What follows belongs to an exercise in optimizing a design on an open flow for small area; a production flow would make more cautious choices. The RTL was checked by simulation tests, not by an equivalence proof against the original design. The flow treats the clock pin as an ideal source. Dropping or thinning the clock tree relies on that and would not hold on a real chip. Power and IR drop assume default switching activity.

Setup of v22:
## owc
module owc (
    input  wire        clk,
    input  wire        rst_n,
    input  wire        host_req,
    input  wire        host_we,
    input  wire [6:0]  host_addr,
    input  wire [1:0]  host_size,
    input  wire [31:0] host_wdata,
    output reg  [31:0] host_rdata,
    output wire        host_err,
    output reg         ow_oe,
    input  wire        ow_in,
    output wire        irq
);
For scale: roughly 800 cells after synthesis, about 81 I/O pins.
export LEC_CHECK = 0
export CAP_MARGIN = 0
export CORE_MARGIN = 2
export CORE_UTILIZATION = 65
export PLACE_DENSITY = 0.75
export SLEW_MARGIN = 0
create_clock -name core_clock -period 125.0 [get_ports {clk}]
standard.sh (not shown) runs the stock make flow with config.mk's settings and CLKGATE_MAP_FILE= SYNTH_SCRIPT=/design/flow/synth_recipe.tcl, a recipe that flattens the netlist after the stock synthesis.
==> flow/flow/run.sh <==
#!/bin/bash
# Own layout flow: the standard ORFS flow (standard.sh) with these changes.
#  1. Synthesis maps the logic with area-oriented ABC scripts (abc_*.script
#     here, used through copies of the ORFS scripts folder). Each script is
#     tried in a scratch synthesis, and the one giving the smallest cell area
#     is used for the real synthesis. Pass-through outputs are buffered with
#     the smallest buffer and the adder cell mapping is off (ADDER_MAP_FILE
#     empty); everything else about synthesis (synth_recipe.tcl, flatten,
#     renaming) is the standard one.
#  2. Port buffers use the smallest buffer cell.
#  3. Clock tree synthesis is a simple two-level tree (cts.tcl here, a copy of
#     the ORFS step with clock_tree_synthesis replaced): the clock port drives
#     two clkbuf_8, which drive one clkbuf_8 per balanced region of at most 17
#     flip-flops. The rest of the CTS step (legalisation, timing repair) is
#     unchanged.
# Each step's full output goes to a log file in this folder.
set -euo pipefail
W=$PWD
SYN=(ABC_AREA=1 MIN_BUF_CELL_AND_PORTS="sky130_fd_sc_hd__buf_1 A X" ADDER_MAP_FILE=)

mkdir -p "$W/tries"
for s in "$W"/flow/abc_*.script; do
  n=$(basename "$s" .script)
  rm -rf "$W/tries/$n"; mkdir -p "$W/tries/$n"
  cp -r "$FLOW_HOME/scripts" "$W/tries/$n/scripts"
  cp "$s" "$W/tries/$n/scripts/abc_area.script"
done
for s in "$W"/flow/abc_*.script; do
  n=$(basename "$s" .script)
  ( bash standard.sh synth SCRIPTS_DIR="$W/tries/$n/scripts" WORK_HOME="$W/tries/$n/orfs" \
      "${SYN[@]}" > "$W/tries/$n/synth.log" 2>&1 || true ) &
  while [ "$(jobs -r | wc -l)" -ge 4 ]; do sleep 1; done
done
wait
best=""; best_a=""
for s in "$W"/flow/abc_*.script; do
  n=$(basename "$s" .script)
  f="$W/tries/$n/orfs/reports/sky130hd/owc/base/synth_stat.txt"
  [ -f "$f" ] || continue
  a=$(awk '/Chip area for module/ {print $NF}' "$f")
  echo "$n $a" >> "$W/tries/areas.txt"
  if [ -z "$best" ] || awk -v a="$a" -v b="$best_a" 'BEGIN {exit !(a < b)}'; then best=$n; best_a=$a; fi
done
echo "best: $best $best_a" >> "$W/tries/areas.txt"

rm -rf "$W/scripts_area"
cp -r "$FLOW_HOME/scripts" "$W/scripts_area"
cp "$W/flow/$best.script" "$W/scripts_area/abc_area.script"
cp "$W/flow/cts.tcl" "$W/scripts_area/cts.tcl"

bash standard.sh synth SCRIPTS_DIR="$W/scripts_area" "${SYN[@]}" > "$W/synth.log" 2>&1

bash standard.sh finish SCRIPTS_DIR="$W/scripts_area" \
  BUFFER_PORTS_ARGS="-buffer_cell sky130_fd_sc_hd__buf_1" \
  MYCTS_ROOTS=2 MYCTS_ROOT_BUF=sky130_fd_sc_hd__clkbuf_8 \
  MYCTS_LEAF_BUF=sky130_fd_sc_hd__clkbuf_8 MYCTS_SINKS_PER_LEAF=17 \
  > "$W/layout.log" 2>&1
Other scripts of this flow, unchanged in this note and not shown: flow/flow/abc_m5.script, flow/flow/abc_m6.script, flow/flow/abc_n3.script, flow/flow/abc_n4.script, flow/flow/abc_p3.script, flow/flow/abc_p6.script, flow/flow/cts.tcl
v22: all stages complete, timing, DRC and antenna checks passed
Inputs modified between v22 and v9:
- a change of CAP_MARGIN from 0 to 5
- a change of SLEW_MARGIN from 0 to 5
## What came out
Sequential power delta (v9 -> v22): insignificant. As far as minimum clock period is concerned, v9 and v22 perform about the same. There was hardly any difference in number of placed I/O pins between v9 and v22. Flip-flop and latch count essentially unchanged between v9 and v22.
No run of this note takes its clock network from TritonCTS; it comes from the design's own scripts or RTL.

-- static timing again, ports no longer ideal --
In the flow no input, the clock included, has a driving cell. The finished layouts below were timed again as built, in two steps. Step 1: set_driving_cell puts a clkbuf_16 on clk and a buf_2 on each other input, an assumption about the parent block. Step 2 adds t to the input delays and takes it off the output delays; t is the mean of the earliest and latest rising clock arrival at the registers after step 1. Input paths then give back, and output paths get back, about the clock's delay inside the block. Slacks: no drivers / after step 1 / after step 2; pairs: no drivers / after step 1.
run	t, ns	setup slack, ns	worst hold slack (ns)	worst setup path after step 2	clock arrival spread, ns
v22	0.394	72.487 / 72.466 / 72.466	0.477 / 0.477 / 0.477	input to output	0.036 / 0.035
v9	0.394	72.487 / 72.466 / 72.466	0.477 / 0.477 / 0.477	input to output	0.036 / 0.035
After both steps setup and hold are still met in every run listed.
